Context: an optimization exercise on an open-source flow, tuned for small area, a short achievable clock period and few clock cycles per item. The choices shown serve that exercise and are no tape-out recipe. Only simulation tests tie the RTL to the original design; equivalence was not proved. Power figures rest on the tool's default switching activity, not on a simulated workload.

### flow/design.v
module cpu16 (
    input  wire         clk,
    input  wire         rst,           
    input  wire [15:0]  reset_pc,
    input  wire [15:0]  reset_sp,
    input  wire         step_valid,
    input  wire         step_irq,      
    input  wire [7:0]   step_vector,
    output wire         step_ready,
    output wire         step_done,
    output wire [127:0] regs,          
    output wire [15:0]  sr_out,
    output wire         halted,
    output wire [1:0]   fault_kind,
    output wire [15:0]  fault_pc,
    output wire [16:0]  fault_info,
    output reg          mem_req,
    output reg          mem_we,
    output reg  [15:0]  mem_addr,
    output reg  [15:0]  mem_wdata,
    output reg  [1:0]   mem_be,
    input  wire [15:0]  mem_rdata,
    input  wire         mem_ready
);
    localparam [1:0] F_ILLEGAL = 2'd1, F_RANGE = 2'd2, F_IMMUTABLE = 2'd3;
    localparam [3:0] M_IDLE  = 4'd0,  M_EX    = 4'd1,  M_MV2   = 4'd2,  M_MV3   = 4'd3;
    localparam [3:0] M_MV3F  = 4'd4,  M_PUSHW = 4'd5,  M_POPW  = 4'd6,  M_POP6  = 4'd7;
    localparam [3:0] M_NOTW  = 4'd8,  M_JSRW  = 4'd9,  M_RTE2  = 4'd10, M_INTPC = 4'd11;
    localparam [3:0] M_INTSR = 4'd12, M_INTV  = 4'd13, M_WB    = 4'd14;
    localparam [3:0] M_BRX   = 4'd15;
    localparam [3:0] A_ADD = 4'd0, A_SUB = 4'd1, A_LSL = 4'd2, A_LSR = 4'd3;
    localparam [3:0] A_AND = 4'd4, A_OR  = 4'd5, A_XOR = 4'd6, A_NOT = 4'd7;
    localparam [3:0] A_MOV = 4'd8;
    reg [127:0] rf;
    reg [15:0]  sr;
    reg [15:0]  ir;         
    reg [15:0]  t;          
    reg [3:0]   ms;
    reg [1:0]   fkind;
    reg         done_r;
    reg         fbad;       
    reg [1:0]   mvhl;       
    wire        hlt = |fkind;
    wire [15:0] r6  = rf[111:96];
    wire [15:0] r7  = rf[127:112];
    reg  st_idle, st_ex, st_mv2;      
    wire [4:0] op = ir[15:11];
    function [15:0] incr(input [15:0] x, input a2, input a4);
        reg c;
        integer i, j;
        begin
            incr[0] = x[0];
            incr[1] = x[1] ^ a2;
            for (i = 2; i < 16; i = i + 1) begin
                c = 1'b1;
                for (j = 2; j < i; j = j + 1)
                    c = c & x[j];
                incr[i] = x[i] ^ (c & (a4 | (a2 & x[1])));
            end
        end
    endfunction
    localparam integer PD_W = 25;
    function [PD_W-1:0] predec(input [15:0] w);
        reg [4:0] o;
        reg mv, f2, f0, ill;
        reg [2:0] am, dmd;
        begin
            o  = w[15:11];
            mv = (o == 5'd0);
            f2 = (o >= 5'd3) && (o <= 5'd10);
            f0 = (o == 5'd28) || (o == 5'd30);
            if (o == 5'd31)
                ill = 1'b1;
            else if (f0)
                ill = (w[10:0] != 11'd0);
            else if (f2)
                ill = (w[7:5] > 3'd5) || (!w[7] && (w[4:3] != 2'd0));
            else if (mv)
                ill = (!w[10] && !w[9]) || (w[8:6] > 3'd5) || (w[5:3] > 3'd5) ||
                      (w[5:3] == 3'd4) || (w[8] && w[5]);
            else
                ill = (w[10:8] > 3'd5) || (!w[10] && (w[7:3] != 5'd0)) ||
                      ((o == 5'd29) && (w[10:8] != 3'd4));
            am  = mv ? w[8:6] : (f2 ? w[7:5] : w[10:8]);
            dmd = mv ? w[5:3] : w[10:8];
            predec = {
                mv,                                               
                (o == 5'd1),                                      
                (o == 5'd2),                                      
                f2,                                               
                (o == 5'd4),                                      
                (o == 5'd11),                                     
                (o >= 5'd12) && (o <= 5'd25),                     
                (o == 5'd26) || (o == 5'd27),                     
                (o == 5'd28),                                     
                (o == 5'd30),                                     
                ((o >= 5'd12) && (o <= 5'd17)) || (o == 5'd24) || (o == 5'd26),  
                ill,                                              
                am,                                               
                dmd,                                              
                f2 ? w[10:8] : w[2:0],                            
                (am == 3'd1) || (am == 3'd3),                     
                (am == 3'd0) || (am == 3'd4),                     
                2'b00};
        end
    endfunction
    reg  [PD_W-1:0] pd;
    reg  [2:0]      ra_r;    
    wire c_move = pd[24];
    wire c_push = pd[23];
    wire c_pop  = pd[22];
    wire c_f2   = pd[21];
    wire c_cmp  = pd[20];
    wire c_not  = pd[19];
    wire c_br   = pd[18];
    wire c_sub  = pd[17];
    wire c_rts  = pd[16];
    wire c_rte  = pd[15];
    wire c_rel  = pd[14];
    wire illegal1 = pd[13];
    wire [2:0] amode = pd[12:10];
    wire [2:0] dmode = pd[9:7];
    wire [2:0] rd    = pd[6:4];
    wire       sfx   = pd[3];
    wire       am_nb = pd[2];
    wire [2:0] ra    = ra_r;
    wire       mv_h = ir[10];
    wire       mv_l = ir[9];
    wire [2:0] sm   = ir[8:6];
    wire [2:0] dm   = ir[5:3];
    wire ext_illegal = !sm[2] && !dm[2] && (t[15:3] != 13'd0);
    wire [15:0] abs_s = c_f2 ? {11'd0, ir[4:0]} : {8'd0, ir[7:0]};
    wire [15:0] pce = incr(r7, st_ex, st_mv2);
    wire pce_ffff = st_ex  ? (r7 == 16'hFFFD) :
                    st_mv2 ? (r7 == 16'hFFFB) : (r7 == 16'hFFFF);
    reg  [15:0] A, D;
    always @(*) begin
        case (ra)
            3'd0: A = rf[15:0];
            3'd1: A = rf[31:16];
            3'd2: A = rf[47:32];
            3'd3: A = rf[63:48];
            3'd4: A = rf[79:64];
            3'd5: A = rf[95:80];
            3'd6: A = rf[111:96];
            default: A = pce;
        endcase
        case (rd)
            3'd0: D = rf[15:0];
            3'd1: D = rf[31:16];
            3'd2: D = rf[47:32];
            3'd3: D = rf[63:48];
            3'd4: D = rf[79:64];
            3'd5: D = rf[95:80];
            3'd6: D = rf[111:96];
            default: D = pce;
        endcase
    end
    wire        a_m4 = (amode == 3'd1) && c_push && (ra == 3'd6);
    wire [15:0] Aadj = addc(A, amode == 3'd1, a_m4);
    wire [15:0] Dadj = addc(D, dmode == 3'd1, 1'b0);
    wire [15:0] spm2 = addc(r6, 1'b1, 1'b0);
    wire [15:0] spp2 = addc(r6, 1'b0, 1'b0);
    function [15:0] addc(input [15:0] x, input dec, input m4);
        reg [15:0] p;
        reg c;
        integer i, j;
        begin
            p = x ^ {16{dec}};
            addc[0] = x[0];
            addc[1] = x[1] ^ !m4;
            for (i = 2; i < 16; i = i + 1) begin
                c = 1'b1;
                for (j = 2; j < i; j = j + 1)
                    c = c & p[j];
                addc[i] = x[i] ^ (c & (m4 | p[1]));
            end
        end
    endfunction
    reg [7:0] e0001, e0003, efffd, effff;
    integer q;
    always @(*) begin
        for (q = 0; q < 7; q = q + 1) begin
            e0001[q] = (rf[16*q +: 16] == 16'h0001);
            e0003[q] = (rf[16*q +: 16] == 16'h0003);
            efffd[q] = (rf[16*q +: 16] == 16'hFFFD);
            effff[q] = (rf[16*q +: 16] == 16'hFFFF);
        end
        e0001[7] = st_ex ? (r7 == 16'hFFFF) : st_mv2 ? (r7 == 16'hFFFD) : (r7 == 16'h0001);
        e0003[7] = st_ex ? (r7 == 16'h0001) : st_mv2 ? (r7 == 16'hFFFF) : (r7 == 16'h0003);
        efffd[7] = st_ex ? (r7 == 16'hFFFB) : st_mv2 ? (r7 == 16'hFFF9) : (r7 == 16'hFFFD);
        effff[7] = pce_ffff;
    end
    wire a_0001 = e0001[ra];
    wire a_ffff = effff[ra];
    wire a_0003 = e0003[ra];
    wire d_0001 = e0001[rd];
    wire d_0003 = e0003[rd];
    wire d_fffd = efffd[rd];
    wire d_ffff = effff[rd];
    wire sp_0001 = (r6 == 16'h0001);
    wire sp_0003 = (r6 == 16'h0003);
    wire sp_fffd = (r6 == 16'hFFFD);
    wire sp_ffff = (r6 == 16'hFFFF);
    wire t_ffff = (t == 16'hFFFF);
    localparam integer AS_PCE = 0, AS_AADJ = 1, AS_A = 2, AS_DADJ = 3, AS_D = 4;
    localparam integer AS_SPM2 = 5, AS_SP = 6, AS_ABS = 7, AS_T = 8, AS_IR = 9;
    localparam integer SS_A = 0, SS_IMM = 1, SS_T = 2, SS_RD = 3, SS_SPM2 = 4;
    localparam integer DS_D = 0, DS_R7 = 1, DS_M2 = 2;
    wire [9:0] src_as  = (amode == 3'd1) ? (10'd1 << AS_AADJ) :
                         (amode == 3'd5) ? (c_move ? (10'd1 << AS_T) : (10'd1 << AS_ABS)) :
                                           (10'd1 << AS_A);
    wire       src_bad = (amode == 3'd1) ? a_0001 : (amode == 3'd5) ? (c_move && t_ffff) : a_ffff;
    wire fc = sr[0], fz = sr[1], fn = sr[2];
    wire lt = fn ^ fc;
    reg  cond;
    always @(*) begin
        case (op)
            5'd12, 5'd18: cond = fz;
            5'd13, 5'd19: cond = !fz;
            5'd14, 5'd20: cond = lt;
            5'd15, 5'd21: cond = !lt;
            5'd16, 5'd22: cond = fz || lt;
            5'd17, 5'd23: cond = !fz && !lt;
            default:      cond = 1'b1;
        endcase
    end
    wire [2:0] tgt_ds = c_rel ? (3'd1 << DS_R7) : 3'd0;
    reg [3:0] f2_op;
    always @(*) begin
        case (op)
            5'd3:       f2_op = A_ADD;
            5'd4, 5'd5: f2_op = A_SUB;
            5'd6:       f2_op = A_LSL;
            5'd7:       f2_op = A_LSR;
            5'd8:       f2_op = A_AND;
            5'd9:       f2_op = A_OR;
            default:    f2_op = A_XOR;
        endcase
    end
    reg        b_rd, b_wr;        
    reg [9:0]  as;                
    reg [2:0]  ws;                
    reg        b_byte;            
    reg        bad;               
    reg        f_now;
    reg [1:0]  f_kind;
    reg        fin;               
    reg [3:0]  nms;
    reg        slot_ok;           
    reg        wg;  reg [2:0] wgi; reg [2:0] wgd;   
    reg        wsp; reg wspd;                       
    reg        wpcr;                                
    reg        wpcv;                                
    reg        wpcd;                                
    reg        wfl, wsr;
    reg        wt, wirt, wmv;
    reg [3:0]  alu_op;
    reg [4:0]  ss;
    reg [2:0]  ds;
    reg        merge_d;           
    reg        hl_src;            
    wire [1:0] hl    = hl_src ? mvhl : {mv_h, mv_l};
    wire       hl_w  = c_move || hl_src;      
    wire       be0   = !hl_w || hl[0];        
    wire       same  = (ra == rd);
    always @(*) begin
        b_rd = 1'b0; b_wr = 1'b0; as = 10'd1 << AS_PCE; ws = 3'b001; b_byte = 1'b0;
        bad = 1'b0; f_now = 1'b0; f_kind = F_RANGE; fin = 1'b0; nms = M_IDLE;
        slot_ok = 1'b0;
        wg = 1'b0; wgi = rd; wgd = 3'b001;
        wsp = 1'b0; wspd = 1'b0; wpcr = 1'b0; wpcv = 1'b0; wpcd = 1'b0;
        wfl = 1'b0; wsr = 1'b0; wt = 1'b0; wirt = 1'b0; wmv = 1'b0;
        alu_op = A_MOV; ss = 5'd1 << SS_RD; ds = 3'd1 << DS_D; merge_d = 1'b0; hl_src = 1'b0;
        case (ms)
            M_IDLE: slot_ok = 1'b1;
            M_EX: begin
                if (c_move) begin
                    b_rd = 1'b1; as = 10'd1 << AS_PCE; bad = pce_ffff;
                    wt = 1'b1;
                    nms = M_MV2;
                end else if (c_f2 || c_br) begin
                    wpcd = 1'b1;
                    fin = 1'b1;
                    if (am_nb) begin
                        ss = (amode == 3'd0) ? (5'd1 << SS_A) : (5'd1 << SS_IMM);
                    end else begin
                        b_rd = 1'b1; as = src_as; bad = src_bad;
                        wg = sfx; wgi = ra; wgd = 3'b010;
                    end
                    if (c_f2) begin
                        alu_op = f2_op;
                        if (am_nb) begin
                            wg = !c_cmp; wgi = rd; wgd = 3'b001;
                            wfl = 1'b1;
                            slot_ok = !(rd == 3'd7 && !c_cmp);
                        end else begin
                            alu_op = A_MOV;
                            wt = 1'b1;
                            fin = 1'b0; nms = M_WB;
                        end
                    end else begin
                        alu_op = c_rel ? A_ADD : A_MOV;
                        ds = tgt_ds;
                        wpcr = cond;
                        slot_ok = am_nb && !cond;
                        if (!am_nb && c_rel && ra == 3'd7 && sfx) begin
                            ds = 3'd1 << DS_M2;
                            wpcr = 1'b0;
                            wt = 1'b1;
                            fin = 1'b0; nms = M_BRX;
                        end
                    end
                end else if (c_sub) begin
                    alu_op = c_rel ? A_ADD : A_MOV;
                    ds = tgt_ds;
                    if (am_nb) begin
                        ss = (amode == 3'd0) ? (5'd1 << SS_A) : (5'd1 << SS_IMM);
                        b_wr = 1'b1; as = 10'd1 << AS_SPM2; ws = 3'b010; bad = sp_0001;
                        wsp = 1'b1; wspd = 1'b0;
                        wpcr = 1'b1;
                        fin = 1'b1;
                    end else begin
                        ds = 3'd1 << DS_M2;
                        b_rd = 1'b1; as = src_as;
                        bad = src_bad ||
                              ((ra == 3'd6 && amode == 3'd1) ? sp_0003 :
                               (ra == 3'd6 && amode == 3'd3) ? sp_ffff : sp_0001);
                        wt = 1'b1;
                        wg = sfx; wgi = ra; wgd = 3'b010;
                        wpcd = 1'b1;
                        nms = M_JSRW;
                    end
                end else if (c_push) begin
                    wpcd = 1'b1;
                    if (am_nb) begin
                        ss = (amode == 3'd4) ? (5'd1 << SS_IMM) :
                             (ra == 3'd6)    ? (5'd1 << SS_SPM2) : (5'd1 << SS_A);
                        b_wr = 1'b1; as = 10'd1 << AS_SPM2; bad = sp_0001;
                        wsp = 1'b1; wspd = 1'b0;
                        wfl = 1'b1;
                        fin = 1'b1;
                    end else begin
                        b_rd = 1'b1;
                        if (amode == 3'd1) begin
                            as = 10'd1 << AS_AADJ; bad = (ra == 3'd6) ? sp_0003 : a_0001;
                        end else if (amode == 3'd5) begin
                            as = 10'd1 << AS_ABS; bad = 1'b0;
                        end else begin
                            as = (ra == 3'd6) ? (10'd1 << AS_SPM2) : (10'd1 << AS_A);
                            bad = (ra == 3'd6) ? sp_0001 : a_ffff;
                        end
                        bad = bad || sp_0001;
                        wt = 1'b1;
                        wg = sfx && (ra != 3'd6); wgi = ra; wgd = 3'b010;
                        nms = M_PUSHW;
                    end
                end else if (c_pop) begin
                    wpcd = 1'b1;
                    if (amode == 3'd4) begin
                        f_now = 1'b1; f_kind = sp_ffff ? F_RANGE : F_IMMUTABLE;
                    end else if (amode == 3'd0) begin
                        b_rd = 1'b1; as = 10'd1 << AS_SP; bad = sp_ffff;
                        wt = 1'b1;
                        wsp = (rd != 3'd6); wspd = 1'b1;
                        nms = M_WB;
                    end else begin
                        b_rd = 1'b1; as = 10'd1 << AS_SP;
                        bad = sp_ffff || ((amode == 3'd1) ? d_0001 : (amode == 3'd5) ? 1'b0 : d_ffff);
                        wt = 1'b1;
                        nms = M_POPW;
                    end
                end else if (c_not) begin
                    wpcd = 1'b1;
                    alu_op = A_NOT;
                    if (amode == 3'd0) begin
                        ss = 5'd1 << SS_A;
                        wg = 1'b1; wgi = rd; wgd = 3'b001;
                        wfl = 1'b1;
                        fin = 1'b1;
                        slot_ok = (rd != 3'd7);
                    end else if (amode == 3'd4) begin
                        f_now = 1'b1; f_kind = F_IMMUTABLE;
                    end else begin
                        b_rd = 1'b1; as = src_as; bad = src_bad;
                        wt = 1'b1;
                        wg = (amode == 3'd1); wgi = ra; wgd = 3'b010;
                        nms = M_NOTW;
                    end
                end else if (c_rts) begin
                    b_rd = 1'b1; as = 10'd1 << AS_SP; bad = sp_ffff;
                    wpcr = 1'b1;
                    wsp = 1'b1; wspd = 1'b1;
                    fin = 1'b1;
                end else if (c_rte) begin
                    b_rd = 1'b1; as = 10'd1 << AS_SP; bad = sp_ffff || sp_fffd;
                    wsr = 1'b1;
                    wsp = 1'b1; wspd = 1'b1;
                    wpcd = 1'b1;
                    nms = M_RTE2;
                end else begin
                    if (sp_0001 || sp_0003) begin
                        f_now = 1'b1; f_kind = F_RANGE;
                    end else begin
                        b_wr = 1'b1; as = 10'd1 << AS_SPM2; ws = 3'b010;
                        wsp = 1'b1; wspd = 1'b0;
                        wpcd = 1'b1;
                        nms = M_INTSR;
                    end
                end
                if (fbad || illegal1) begin
                    f_now = 1'b1; f_kind = fbad ? F_RANGE : F_ILLEGAL;
                    slot_ok = 1'b0;
                end
            end
            M_MV2: begin
                if (!dm[2]) begin
                    wpcd = 1'b1;
                    if (sm == 3'd0 || sm == 3'd4) begin
                        ss = (sm == 3'd0) ? (5'd1 << SS_A) : (5'd1 << SS_T);
                        wfl = 1'b1;
                        fin = 1'b1;
                        if (dm == 3'd0) begin
                            merge_d = 1'b1;
                            wg = 1'b1; wgi = rd; wgd = 3'b001;
                            slot_ok = (rd != 3'd7);
                        end else begin
                            b_wr = 1'b1; b_byte = 1'b1;
                            as = (dm == 3'd1) ? (10'd1 << AS_DADJ) : (10'd1 << AS_D);
                            bad = ((dm == 3'd1) ? d_0001 : d_ffff) && be0;
                            wg = (dm != 3'd2); wgi = rd; wgd = 3'b100;
                        end
                    end else begin
                        b_rd = 1'b1; as = src_as;
                        wg = sfx; wgi = ra; wgd = 3'b010;
                        if (dm == 3'd0) begin
                            bad = src_bad;
                            wt = 1'b1;
                            nms = M_WB;
                        end else begin
                            bad = src_bad || (be0 &&
                                  ((same && sm == 3'd1) ? ((dm == 3'd1) ? d_0003 : d_0001) :
                                   (same && sm == 3'd3) ? ((dm == 3'd1) ? d_ffff : d_fffd) :
                                                          ((dm == 3'd1) ? d_0001 : d_ffff)));
                            wt = 1'b1;
                            wmv = 1'b1;
                            nms = M_MV3;
                        end
                    end
                end else begin
                    wpcd = 1'b1;
                    if (sm == 3'd0) begin
                        ss = 5'd1 << SS_A;
                        b_wr = 1'b1; b_byte = 1'b1; as = 10'd1 << AS_T;
                        bad = t_ffff && be0;
                        wfl = 1'b1;
                        fin = 1'b1;
                    end else begin
                        b_rd = 1'b1; as = src_as; bad = src_bad || (t_ffff && be0);
                        wg = sfx; wgi = ra; wgd = 3'b010;
                        wt = 1'b1;
                        wirt = 1'b1; wmv = 1'b1;
                        nms = M_MV3F;
                    end
                end
                if (ext_illegal) begin
                    f_now = 1'b1; f_kind = F_ILLEGAL;
                    slot_ok = 1'b0;
                end
            end
            M_MV3: begin
                hl_src = 1'b1;
                ss = 5'd1 << SS_T;
                b_wr = 1'b1; b_byte = 1'b1;
                as = (dm == 3'd1) ? (10'd1 << AS_DADJ) : (10'd1 << AS_D);
                wg = (dm != 3'd2); wgi = rd; wgd = 3'b100;
                wfl = 1'b1;
                fin = 1'b1;
            end
            M_MV3F: begin
                hl_src = 1'b1;
                ss = 5'd1 << SS_T;
                b_wr = 1'b1; b_byte = 1'b1; as = 10'd1 << AS_IR;
                wfl = 1'b1;
                fin = 1'b1;
            end
            M_PUSHW: begin
                ss = 5'd1 << SS_T;
                b_wr = 1'b1; as = 10'd1 << AS_SPM2;
                wfl = 1'b1;
                if (ra == 3'd6 && amode == 3'd1) begin
                    wg = 1'b1; wgi = 3'd6; wgd = 3'b010;
                end else if (!(ra == 3'd6 && amode == 3'd3)) begin
                    wsp = 1'b1; wspd = 1'b0;
                end
                fin = 1'b1;
            end
            M_POPW: begin
                ss = 5'd1 << SS_T;
                b_wr = 1'b1;
                as = (amode == 3'd1) ? (10'd1 << AS_DADJ) :
                     (amode == 3'd5) ? (10'd1 << AS_ABS) : (10'd1 << AS_D);
                wfl = 1'b1;
                fin = 1'b1;
                if (rd == 3'd6 && amode != 3'd5) begin
                    if (amode == 3'd2) begin
                        wsp = 1'b1; wspd = 1'b1;
                    end else if (amode == 3'd3) begin
                        wg = 1'b1; wgi = 3'd6; wgd = 3'b100;
                        fin = 1'b0; nms = M_POP6;
                    end
                end else begin
                    wg = sfx && (amode != 3'd5); wgi = rd; wgd = 3'b100;
                    wsp = 1'b1; wspd = 1'b1;
                end
            end
            M_WB: begin
                ss = 5'd1 << SS_T;
                alu_op = c_f2 ? f2_op : A_MOV;
                merge_d = c_move;
                wg = !c_cmp; wgi = rd; wgd = 3'b001;
                wfl = 1'b1;
                if (c_pop && rd == 3'd6) begin
                    nms = M_POP6;
                end else begin
                    fin = 1'b1;
                    slot_ok = !(rd == 3'd7 && !c_cmp);
                end
            end
            M_POP6: begin
                wsp = 1'b1; wspd = 1'b1;
                fin = 1'b1;
            end
            M_NOTW: begin
                ss = 5'd1 << SS_T;
                b_wr = 1'b1;
                as = (amode == 3'd5) ? (10'd1 << AS_ABS) : (10'd1 << AS_A);
                wfl = 1'b1;
                wg = (amode == 3'd3); wgi = ra; wgd = 3'b010;
                fin = 1'b1;
            end
            M_BRX: begin
                ss = 5'd1 << SS_T;
                alu_op = A_ADD; ds = 3'd1 << DS_R7;
                wpcr = cond;
                fin = 1'b1;
                slot_ok = !cond;
            end
            M_JSRW: begin
                ss = 5'd1 << SS_T;
                alu_op = c_rel ? A_ADD : A_MOV; ds = 3'd1 << DS_R7;
                b_wr = 1'b1; as = 10'd1 << AS_SPM2; ws = 3'b010;
                wsp = 1'b1; wspd = 1'b0;
                wpcr = 1'b1;
                fin = 1'b1;
            end
            M_RTE2: begin
                b_rd = 1'b1; as = 10'd1 << AS_SP;
                wpcr = 1'b1;
                wsp = 1'b1; wspd = 1'b1;
                fin = 1'b1;
            end
            M_INTPC: begin
                if (sp_0001 || sp_0003) begin
                    f_now = 1'b1; f_kind = F_RANGE;
                end else begin
                    b_wr = 1'b1; as = 10'd1 << AS_SPM2; ws = 3'b010;
                    wsp = 1'b1; wspd = 1'b0;
                    nms = M_INTSR;
                end
            end
            M_INTSR: begin
                b_wr = 1'b1; as = 10'd1 << AS_SPM2; ws = 3'b100;
                wsp = 1'b1; wspd = 1'b0;
                nms = M_INTV;
            end
            M_INTV: begin
                b_rd = 1'b1; as = 10'd1 << AS_ABS;
                wpcv = 1'b1;
                fin = 1'b1;
            end
            default: ;
        endcase
        if (bad && !f_now) begin
            f_now = 1'b1; f_kind = F_RANGE;
        end
    end
    wire [15:0] imm8 = c_f2 ? {11'd0, ir[4:0]} : c_rel ? {{8{ir[7]}}, ir[7:0]} : {8'd0, ir[7:0]};
    wire [15:0] s = ({16{ss[SS_A]}}    & A) |
                    ({16{ss[SS_IMM]}}  & imm8) |
                    ({16{ss[SS_T]}}    & t) |
                    ({16{ss[SS_RD]}}   & mem_rdata) |
                    ({16{ss[SS_SPM2]}} & spm2);
    wire [15:0] d = ({16{ds[DS_D]}}    & D) |
                    ({16{ds[DS_R7]}}   & r7) |
                    ({16{ds[DS_M2]}}   & 16'hFFFE);
    wire        is_sub = (alu_op == A_SUB);
    wire [16:0] sum    = {1'b0, d} + {1'b0, s ^ {16{is_sub}}} + {16'd0, is_sub};
    wire        lsl = (alu_op == A_LSL);
    wire        sh_big = (s[15:5] != 11'd0) || (s[4] && (s[3:0] != 4'd0));
    reg  [15:0] d_rev;
    integer k;
    always @(*) for (k = 0; k < 16; k = k + 1) d_rev[k] = d[15 - k];
    wire [15:0] sh_in  = lsl ? d_rev : d;
    wire [16:0] sh_out = {sh_in, 1'b0} >> s[4:0];
    reg  [15:0] sh_rev;
    always @(*) for (k = 0; k < 16; k = k + 1) sh_rev[k] = sh_out[16 - k];
    wire [15:0] sh_r = sh_big ? 16'd0 : (lsl ? sh_rev : sh_out[16:1]);
    wire        sh_c = !sh_big && sh_out[0];
    wire mv_hi = !hl_w || hl[1] || !merge_d;    
    wire mv_lo = !hl_w || hl[0] || !merge_d;
    reg [3:0] tt_hi, tt_lo;
    always @(*) begin
        case (alu_op)
            A_AND:   begin tt_hi = 4'b1000; tt_lo = 4'b1000; end
            A_OR:    begin tt_hi = 4'b1110; tt_lo = 4'b1110; end
            A_XOR:   begin tt_hi = 4'b0110; tt_lo = 4'b0110; end
            A_NOT:   begin tt_hi = 4'b0101; tt_lo = 4'b0101; end
            default: begin
                tt_hi = mv_hi ? 4'b1010 : 4'b1100;
                tt_lo = mv_lo ? 4'b1010 : 4'b1100;
            end
        endcase
    end
    reg [15:0] lg;
    always @(*)
        for (k = 0; k < 16; k = k + 1)
            lg[k] = (k >= 8) ? tt_hi[{d[k], s[k]}] : tt_lo[{d[k], s[k]}];
    wire sel_sum = (alu_op == A_ADD) || is_sub;
    wire sel_sh  = (alu_op == A_LSL) || (alu_op == A_LSR);
    wire [15:0] res = sel_sum ? sum[15:0] : sel_sh ? sh_r : lg;
    wire        res_c = sel_sum ? (sum[16] ^ is_sub) : sel_sh ? sh_c : 1'b0;
    wire mv_byte_h = hl_w && hl[1] && !hl[0];
    wire mv_byte_l = hl_w && !hl[1] && hl[0];
    wire z_hi = (res[15:8] == 8'd0);
    wire z_lo = (res[7:0] == 8'd0);
    wire [2:0] flags = {mv_byte_l ? res[7] : res[15],
                        (mv_byte_l || z_hi) && (mv_byte_h || z_lo),
                        res_c};
    wire active = !st_idle;
    wire slot   = !hlt && slot_ok;    
    wire f_req  = !step_irq && !pce_ffff;          
    assign step_ready = hlt || (slot && (mem_ready || !f_req));
    wire accept = step_valid && step_ready && !hlt;
    wire [15:0] new_ir = step_irq ? {5'd29, 3'd4, step_vector} : mem_rdata;
    wire rd_bad = (as[AS_PCE]  && pce_ffff) || (as[AS_AADJ] && (a_m4 ? a_0003 : a_0001)) ||
                  (as[AS_A]    && a_ffff)   || (as[AS_DADJ] && d_0001) ||
                  (as[AS_D]    && d_ffff)   || (as[AS_SPM2] && sp_0001) ||
                  (as[AS_SP]   && sp_ffff)  || (as[AS_T]    && t_ffff) ||
                  (as[AS_IR]   && (ir == 16'hFFFF));
    wire [15:0] addr_bus = ({16{as[AS_PCE]}}  & pce) |
                           ({16{as[AS_AADJ]}} & Aadj) |
                           ({16{as[AS_A]}}    & A) |
                           ({16{as[AS_DADJ]}} & Dadj) |
                           ({16{as[AS_D]}}    & D) |
                           ({16{as[AS_SPM2]}} & spm2) |
                           ({16{as[AS_SP]}}   & r6) |
                           ({16{as[AS_ABS]}}  & abs_s) |
                           ({16{as[AS_T]}}    & t) |
                           ({16{as[AS_IR]}}   & ir);
    always @(*) begin
        mem_req   = slot ? (step_valid && f_req) :
                    (active && ((b_rd && !rd_bad) || (b_wr && !f_now)));
        mem_we    = b_wr;
        mem_addr  = addr_bus;
        mem_wdata = ({16{ws[0]}} & s) | ({16{ws[1]}} & pce) | ({16{ws[2]}} & sr);
        mem_be    = (b_byte && hl_w) ? hl : 2'b11;
    end
    wire acc_ok = !(b_rd || b_wr) || mem_ready;
    wire go     = active && !f_now && acc_ok;
    wire [15:0] wbus = ({16{wgd[0]}} & res) | ({16{wgd[1]}} & Aadj) | ({16{wgd[2]}} & Dadj);
    wire [15:0] spv = wspd ? spp2 : spm2;
    wire [15:0] r7_n = rst ? reset_pc :
                       !go ? r7 :
                       wpcr ? res :
                       (wg && wgi == 3'd7) ? wbus :
                       wpcv ? {8'd0, mem_rdata[15:8]} :
                       wpcd ? pce : r7;
    always @(posedge clk)
        rf[127:112] <= r7_n;
    genvar g;
    generate
        for (g = 0; g < 7; g = g + 1) begin : g_rf
            always @(posedge clk) begin
                if (rst) begin
                    if (g == 6) rf[16*g +: 16] <= reset_sp;
                    else             rf[16*g +: 16] <= 16'd0;
                end else if (go) begin
                    if (wg && wgi == g)
                        rf[16*g +: 16] <= wbus;
                    else if (g == 6 && wsp)
                        rf[16*g +: 16] <= spv;
                end
            end
        end
    endgenerate
    wire [3:0] ms_n = rst ? M_IDLE :
                      accept ? (step_irq ? M_INTPC : M_EX) :
                      (active && f_now) ? M_IDLE :
                      go ? (fin ? M_IDLE : nms) : ms;
    always @(posedge clk) begin
        ms      <= ms_n;
        st_idle <= (ms_n == M_IDLE);
        st_ex   <= (ms_n == M_EX);
        st_mv2  <= (ms_n == M_MV2);
    end
    always @(posedge clk) begin
        if (rst) begin
            sr     <= 16'd0;
            fkind  <= 2'd0;
            done_r <= 1'b0;
            fbad   <= 1'b0;
        end else begin
            done_r <= 1'b0;
            if (active && f_now) begin
                fkind  <= f_kind;
                done_r <= 1'b1;
            end else if (go) begin
                if (wsr) sr <= mem_rdata;
                else if (wfl) sr[2:0] <= flags;
                if (fin)
                    done_r <= 1'b1;
            end
            if (hlt && step_valid)
                done_r <= 1'b1;
            if (accept)
                fbad <= !step_irq && pce_ffff;
        end
    end
    always @(posedge clk) begin
        if (accept) begin
            ir   <= new_ir;
            pd   <= predec(new_ir);
            ra_r <= new_ir[2:0];
        end else if (go) begin
            if (wt)   t <= res;
            if (wirt) ir <= t;
            if (st_ex && c_move && !dm[2]) ra_r <= mem_rdata[2:0];
            if (wmv)  mvhl <= {mv_h, mv_l};
        end
    end
    assign regs       = rf;
    assign sr_out     = sr;
    assign halted     = hlt;
    assign fault_kind = fkind;
    assign fault_pc   = hlt ? r7 : 16'd0;
    assign fault_info = {fkind == F_RANGE, fkind[0] ? ir : 16'd0};
    assign step_done  = done_r;
endmodule
### flow/run.sh
#!/bin/bash
# synth_recipe.tcl (not shown) runs the flow's synth.tcl, then flattens the netlist and writes it again
# the make line also repeats each setting of config.mk as NAME=value (left out here)
make -C /OpenROAD-flow-scripts/flow DESIGN_CONFIG=/design/flow/config.mk WORK_HOME=/design/flow/orfs CLKGATE_MAP_FILE= SYNTH_SCRIPT=/design/flow/synth_recipe.tcl finish
### flow/config.mk
export PLATFORM = sky130hd
export DESIGN_NAME = cpu16
export DESIGN_NICKNAME = cpu16
export VERILOG_FILES = /design/flow/design.v
export SDC_FILE = /design/flow/constraint.sdc
export NUM_CORES = 4
export LEC_CHECK = 0
export CAP_MARGIN = 20
export CORE_MARGIN = 2
export CORE_UTILIZATION = 40
export PLACE_DENSITY = 0.6
export SLEW_MARGIN = 20
### flow/constraint.sdc
create_clock -name core_clock -period 8.0 [get_ports {clk}]
set_input_delay 1.6000 -clock core_clock [delete_from_list [all_inputs] [get_ports {clk}]]
set_output_delay 1.6000 -clock core_clock [all_outputs]
set_load 0.01 [all_outputs]
==> results of run 1 <==
power groups by stage:
| stage | clock [mW] | sequential (mW) | combinational (mW) |
|---|---|---|---|
| detailed placement | 0 | 1.90 | 9.36 |
| finish | 1.29 | 1.93 | 10.0 |
| CTS | 1.28 | 1.88 | 9.40 |
| global placement | 0 | 1.89 | 9.41 |
| floorplan | 0 | 1.62 | 5.33 |
| global route | 1.32 | 1.92 | 10.1 |
through the flow:
stage | hold WS, ns | setup slack, ns | area (sq um) | utilization | instances
floorplan | 0.498 | 2.33 | 23100 | - | 3047
global placement | 0.515 | 0.968 | 27000 | 0.470 | 4008
detailed placement | 0.541 | 0.912 | 27000 | 0.470 | 4009
CTS | 0.549 | 0.269 | 27900 | 0.486 | 4060
global route | 0.573 | 0.232 | 27900 | 0.486 | 4060
finish | 0.534 | 0.332 | 27900 | 0.486 | 4062
worst reg2reg max path: cells and delay by family (launching register included):
kind,cells,cell delay (ns)
compound gates,10,3.95
xor+xnor,1,0.12
fa+ha+maj,1,0.40
buf+inv,2,0.84
flops,1,0.34
simple gates,3,1.06
worst paths after layout:
check                  end  cells after the start  slack [ns]  startpoint
setup / recovery   mem_req                     15        0.33     rf[103]
setup reg to reg   rf[125]                     17        1.10     ra_r[0]
hold / removal    fkind[1]                      2        0.53    fkind[1]
hold reg to reg   fkind[1]                      2        0.53    fkind[1]
final cells by class:
class	count	area (sq um)
Timing Repair Buffer	442	4010
Clock inverter	14	140
Inverter	87	327
Sequential cell	215	5230
Multi-Input combinational cell	2500	16500
Antenna cell	2	5.00
Tap cell	765	957
Clock buffer	37	754
Fill cell	5795	29500
placed cells by master, fill, tap and decap left out, types with 19 or more instances in the layout:
| master | synthesis | routed |
|---|---|---|
| nand2b_1 | 43 | 43 |
| nor4_1 | 51 | 50 |
| nor2_1 | 367 | 366 |
| xor2_1 | 35 | 35 |
| a211oi_1 | 52 | 51 |
| inv_1 | 79 | 79 |
| a21oi_1 | 202 | 201 |
| o21ai_0 | 174 | 171 |
| a221o_1 | 35 | 35 |
| mux2_2 | 33 | 33 |
| clkdlybuf4s50_1 | 0 | 277 |
| and2_1 | 55 | 55 |
| buf_4 | 29 | 164 |
| dfxtp_1 | 123 | 123 |
| o22ai_1 | 35 | 34 |
| clkbuf_16 | 0 | 28 |
| o211ai_1 | 43 | 43 |
| nor3_1 | 86 | 84 |
| a221oi_1 | 33 | 33 |
| nand2_1 | 256 | 256 |
| a21o_1 | 25 | 25 |
| nand3_1 | 82 | 82 |
| nor2b_1 | 23 | 23 |
| a31oi_1 | 35 | 34 |
| or4_1 | 21 | 21 |
| o31ai_1 | 27 | 27 |
| edfxtp_1 | 92 | 92 |
| mux2i_1 | 178 | 178 |
| ha_1 | 19 | 19 |
| xnor2_1 | 72 | 70 |
| o221ai_1 | 28 | 28 |
| a22oi_1 | 21 | 21 |
| nand4_1 | 68 | 68 |
| a211o_1 | 19 | 19 |
| or3_1 | 23 | 23 |
| and3_1 | 21 | 21 |
repair_timing:
item / CTS / global route
setup buffers: 0 / 0
resized for setup: 0 / 1
endpoints found under the setup margin: 0 / 1
layer usage:
layer,track usage,up-vias
met2,0.669,2778
met3,0.156,537
li1,-,12100
met5,0,-
met1,0.626,14200
met4,0.245,8
state kept, by name, indices dropped and copies added, names as in the netlist:
register and cells:
fbad 1, st_ex 1, ms 4, st_mv2 1, pd 23, done_r 1, ir 16, sr 16
ra_r 3, st_idle 1, t 16, fkind 2, mvhl 2, rf 128
cells by family (layout without fill, tap and decap cells):
logic type,after synthesis,after routing
adder cells (fa/ha/maj),20,20
multiplexers,223,223
AO/OA/AOI/OAI,954,954
AND/OR/NAND/NOR,1195,1195
other,0,2
buffers and inverters,332,580
flip-flops,215,215
XOR/XNOR,108,108
==> flow_summary.toml, run 1 <==
[outcome]
status = "timing/DRC/antenna clean"

[yosys]
syn_inst = 3047
ys_async_sr_fraction = 0
yosysSeqAreaShare = 0.226
synth_edf_count = 92
yosys_warnings = 1
syn-cell-area_sq_mm = 0.0231
synth.area.mux_share = 0.104
yosys.area_share.adder = 0.0111
synth.distinct_cells = 124
ys.flop_type = "dfxtp_1"
yosysMostFrequentCell = "nor2_1"
synth_seq_cells = 215
synth.top_cell.area_share = 0.119
synth.top_cells.by_area = "edfxtp_1, dfxtp_1, mux2i_1, nor2_1, a21oi_1"
synth_compound_area_frac = 0.294
synth_commonest_cells = "nor2_1, nand2_1, a21oi_1, mux2i_1, o21ai_0"
synth_xor_area_frac = 0.0415
synth_area_per_cell_sq_um = 7.59
synth_top_family_by_area = "compound AO/OA/AOI/OAI gates"
synth_nets = 3128
yosys.area.top_type = "edfxtp_1"
synth-simple-area-share = 0.259

[drt]
wl_met3_um = 22300
routed.top_layer = "met5"
routed_via_density = 7.30
route.met2.wl_um = 59000
wl_um = 148000
m1WireLength_um = 56400
postRouteAntennaNets = 0
vias = 29600
drt-pass1-iter-count = 15
first_iter_violations = 5462
drc = 0
wl_per_cell_um = 36.4

[floorplanning]
chipHeight_um = 245
die_x_um = 245
rows = 88
die_area_sq_mm = 0.0598
core-area_sq_mm = 0.0575
start_util = 0.403
io_pins = 279

[place]
portBuffers = 278
gp_congestion = 1.12
dp_hpwl_um = 116000

[setup_path]
crit_buf_inv = 3
cp.required_ns = 6.40
slowest_stage = "nor4_1"
start_kind = "flop"
path_max_fanout = 12
setup.worst_path.class = "reg2out"
slowest_delay_ns = 0.92
cp_data_arrival_time_ns = 6.07
cp_cell_sequence = "buf_4 > nor4_1 > nand4_1 > nor3_2 > nand2_1 > o21ai_0 > nand4_1 > a31o_2 > inv_1 > nand2_1 > o2111ai_1 > a21oi_1 > a21oi_1 > o32ai_1 > clkdlybuf4s50_1"
cp-end-kind = "output pin"
crit_family = "simple AND/OR/NAND/NOR gates"

[pwr]
clkPwrFrac = 0.098
p_per_area_mw_per_mm2 = 473
pwr-share-comb = 0.756
worst_ir_drop_vdd_v = 0.000208
power.total_mw = 13.2
netSwitchingFraction = 0.597
p_leak_nw = 9.85
internal_power_mw = 5.34
seq_power_share = 0.146
switchingPower_mw = 7.89

[timing]
slew_violations = 0
fmax_mhz = 130
tightest_slew_ns = 1.37
skew_ns = 0.0270
slew_headroom = 0.0777
hold_viol = 0
fin_crit_sh = 0.959
setup_tns_ns = 0
rsz0062_at_grt = "false"
setup_viol = 0
period_minus_slack_ns = 7.67

[global_route]
antenna_found_initial = 7
overflow = 0
grt_max_degree = 103
grt_pass1_vias = 26800
grt_first_pass_wirelength_um = 203000
grtUsageTotal = 0.470

[finish]
area_delta_synth_final_pct = 20.8
nets = 3355
drive_above_1_share = 0.107

[cts]
cts_buffer_depth = 3
cts_tree = "done"
cts_made_buffers = 28
cts.clk_slew.worst_paths_ns = 0.06
cts.sinks = 215
ctsHoldBuffers = 0
worstSkewPairLatency_ns = 0.61
htreeDepth = 1
clockRootBuffer = "clkbuf_16"

[run]
drv_cap = 0

[hold_path]
hp-class = "reg2reg"
Testbench counts, summed over its fixed seeds: cycles 110,991, steps 54,336.
==> inputs of run 2 (changes only) <==
--- a/flow/config.mk
+++ b/flow/config.mk
@@ -7,6 +7,6 @@
 export LEC_CHECK = 0
 export CAP_MARGIN = 20
 export CORE_MARGIN = 2
-export CORE_UTILIZATION = 40
-export PLACE_DENSITY = 0.6
+export CORE_UTILIZATION = 25
+export PLACE_DENSITY = 0.45
 export SLEW_MARGIN = 20
==> run 2 against run 1 <==
  * Die area rose by 59%
  * Synthesized cell count stayed put
  * Global-route usage fell by 15 points
  * Via count decreased by 4.1%
  * Worst hold slack lost 0.019 ns
  * Sequential power up 6%
  * Core utilization decreased by 18 points
  * Critical path depth increased by 1
  * Critical endpoint is now mem_addr[14]
==> flow_summary.toml, run 2 <==
[yosys]
synth_seq_cells = 215
synth_compound_area_frac = 0.294
synth_commonest_cells = "nor2_1, nand2_1, a21oi_1, mux2i_1, o21ai_0"
synth.top_cell.area_share = 0.119
synth-simple-area-share = 0.259
yosys.area_share.adder = 0.0111
synth_nets = 3128
yosysSeqAreaShare = 0.226
synth.area.mux_share = 0.104
ys.flop_type = "dfxtp_1"
synth_area_per_cell_sq_um = 7.59
synth.top_cells.by_area = "edfxtp_1, dfxtp_1, mux2i_1, nor2_1, a21oi_1"
yosysMostFrequentCell = "nor2_1"
syn-cell-area_sq_mm = 0.0231
synth_xor_area_frac = 0.0415
synth.distinct_cells = 124
ys_async_sr_fraction = 0
yosys.area.top_type = "edfxtp_1"
syn_inst = 3047
synth_top_family_by_area = "compound AO/OA/AOI/OAI gates"
synth_edf_count = 92
yosys_warnings = 1

[pwr]
pwr-share-comb = 0.740
internal_power_mw = 5.33
p_leak_nw = 9.82
switchingPower_mw = 7.74
worst_ir_drop_vdd_v = 0.000206
clkPwrFrac = 0.103
netSwitchingFraction = 0.592
p_per_area_mw_per_mm2 = 459
power.total_mw = 13.1
seq_power_share = 0.157

[timing]
period_minus_slack_ns = 7.41
hold_viol = 0
skew_ns = 0.0486
fin_crit_sh = 0.926
setup_tns_ns = 0
setup_viol = 0
fmax_mhz = 135
slew_headroom = 0.175
slew_violations = 0
rsz0062_at_grt = "false"
tightest_slew_ns = 1.23

[cts]
post_cts_buffers = 0
cts_made_buffers = 28
clockRootBuffer = "clkbuf_16"
ctsHoldBuffers = 0
cts_buffer_depth = 3
cts.sinks = 215
cts_tree = "done"
cts.clk_slew.worst_paths_ns = 0.07
cts_resized = 0
htreeDepth = 1
worstSkewPairLatency_ns = 0.62

[global_route]
grt_first_pass_wirelength_um = 215000
grt_pass1_vias = 26500
grt_max_degree = 88
antenna_found_initial = 15
grtUsageTotal = 0.317
overflow = 0

[drt]
drt-pass1-iter-count = 9
vias = 28400
first_iter_violations = 4091
wl_um = 156000
routed_via_density = 6.35
wl_per_cell_um = 34.8
postRouteAntennaNets = 0
drc = 0

[finish]
largestRegisters = "rf: 128 flops, pd: 23 flops"
largest_reg_flops = 128
top_register = "rf"
mostFrequentLayoutCells = "nor2_1, clkdlybuf4s50_1, nand2_1, a21oi_1, mux2i_1"
final_common_cell = "nor2_1"
area_delta_synth_final_pct = 22.9
diodes = 0
nets = 3344
drive_above_1_share = 0.104

[setup_path]
cp_data_arrival_time_ns = 5.81
start_kind = "flop"
cp-end-kind = "output pin"
slowest_stage = "edfxtp_1"
cp.required_ns = 6.40
slowest_delay_ns = 0.57
path_max_fanout = 12
cp_cell_sequence = "ha_1 > or2_2 > ha_1 > mux2_2 > a221o_1 > a21o_1 > nor4_1 > o221ai_1 > a21oi_1 > nand2_1 > nor2_1 > xnor2_1 > nand2_1 > o21ai_0 > a2111o_1 > clkdlybuf4s50_1"
setup.worst_path.class = "reg2out"

[place]
gp_congestion = 1.05
dp_hpwl_um = 123000
portBuffers = 278

[floorplanning]
io_pins = 279
chipHeight_um = 308
die_x_um = 308
die_area_sq_mm = 0.0950
rows = 111
core-area_sq_mm = 0.0917
start_util = 0.252

[outcome]
status = "timing/DRC/antenna clean"

[hold_path]
hp-class = "reg2reg"

[run]
drv_cap = 0
[run 2: cell count changes in the layout (fill, tap and decap cells not counted), sizes merged]
cell      delta
clkbuf       +1
diode        -2
inv          -2
clkinvlp     +2
buf         -11
[run 2: power by group through the flow]
stage | logic, mW | clock network [mW] | registers, mW
2_1_floorplan | 5.33 | 0 | 1.62
3_3_place_gp | 9.35 | 0 | 2.05
3_5_place_dp | 9.22 | 0 | 2.04
4_1_cts | 9.27 | 1.36 | 2.02
5_1_grt | 9.98 | 1.40 | 2.05
6_report | 9.66 | 1.35 | 2.05
[run 2: cells by family after synthesis]
group	count (synthesis)
and+or+nand+nor	1195
AOI/OAI and AO/OA	954
buffers and inverters	332
muxes	223
DFF	215
xor gates and xnor gates	108
adders and majority gates	20
[run 2: through the flow]
| stage | setup slack, ns | area (sq um) | utilization | hold slack, ns | instances |
|---|---|---|---|---|---|
| final | 0.592 | 28500 | 0.310 | 0.515 | 4471 |
| after global routing | 0.305 | 28500 | 0.310 | 0.563 | 4471 |
| after CTS | 0.676 | 28400 | 0.310 | 0.510 | 4471 |
| after detailed placement | 1.16 | 27500 | 0.300 | 0.500 | 4419 |
| after global placement | 1.12 | 27500 | 0.300 | 0.492 | 4419 |
| after floorplan | 2.33 | 23100 | - | 0.498 | 3047 |
[run 2: cell type report]
| cell class | instances | area [sq um] |
|---|---|---|
| Clock buffer | 38 | 790 |
| Clock inverter | 14 | 165 |
| Fill cell | 9982 | 63200 |
| Inverter | 87 | 327 |
| Multi-Input combinational cell | 2500 | 16500 |
| Sequential cell | 215 | 5230 |
| Tap cell | 1186 | 1480 |
| Timing Repair Buffer | 431 | 3970 |
[run 2: final timing paths]
kind	depth (start not counted)	to	from	slack (ns)
max	16	mem_addr[14]	rf[113]	0.59
min	2	fkind[1]	fkind[1]	0.52
max reg2reg	20	rf[110]	ms[1]	0.93
min reg2reg	2	fkind[1]	fkind[1]	0.52
[run 2: worst max-delay path, delay by kind of cell (launching register included)]
family | cells | cell delay [ns]
AO/OA/AOI/OAI | 6 | 1.84
XOR/XNOR | 1 | 0.12
adder cells (fa/ha/maj) | 2 | 0.77
buffers and inverters | 1 | 0.50
flip-flops | 1 | 0.57
multiplexers | 1 | 0.33
AND/OR/NAND/NOR | 5 | 1.04
[run 2: per-layer routing]
| layer | share of wire | GRT usage | vias up | routed length [um] |
|---|---|---|---|---|
| met1 | 0.42 | 0.434 | 13900 | 65200 |
| li1 | - | - | 12100 | - |
| met2 | 0.42 | 0.468 | 2033 | 64800 |
| met5 | 0.0010 | 0 | - | 156 |
| met3 | 0.11 | 0.0747 | 430 | 17100 |
| met4 | 0.054 | 0.140 | 14 | 8340 |

## port drivers added, routing unchanged
The flow's constraints put no driver on any port. The routed layouts listed below were extracted and timed again, unchanged, in two steps. Step 1 (the two cells are an assumption about what drives the block):
set clk [get_ports {clk}]
set_driving_cell -lib_cell sky130_fd_sc_hd__clkbuf_16 $clk
set_driving_cell -lib_cell sky130_fd_sc_hd__buf_2 [delete_from_list [all_inputs] $clk]
Step 2 times the ports against the registers' clock, not the clock port: input delays grow and output delays shrink by t, the midpoint of the rising clock arrivals with the driver on. a / b / c = ideal / step 1 / step 2; a / b = the first two.
| run | shift t [ns] | setup slack, ns | worst hold slack (ns) | worst register clock-pin slew, ns | worst data-port slew with drivers (ns) |
|---|---|---|---|---|---|
| run 1 | 0.659 | 0.332 / 0.272 / 0.932 | 0.534 / 0.534 / 0.534 | 0.07 / 0.07 | 0.05 |
| run 2 | 0.664 | 0.592 / 0.524 / 0.934 | 0.515 / 0.515 / 0.515 | 0.07 / 0.07 | 0.07 |
After both steps every run listed still meets setup and hold.
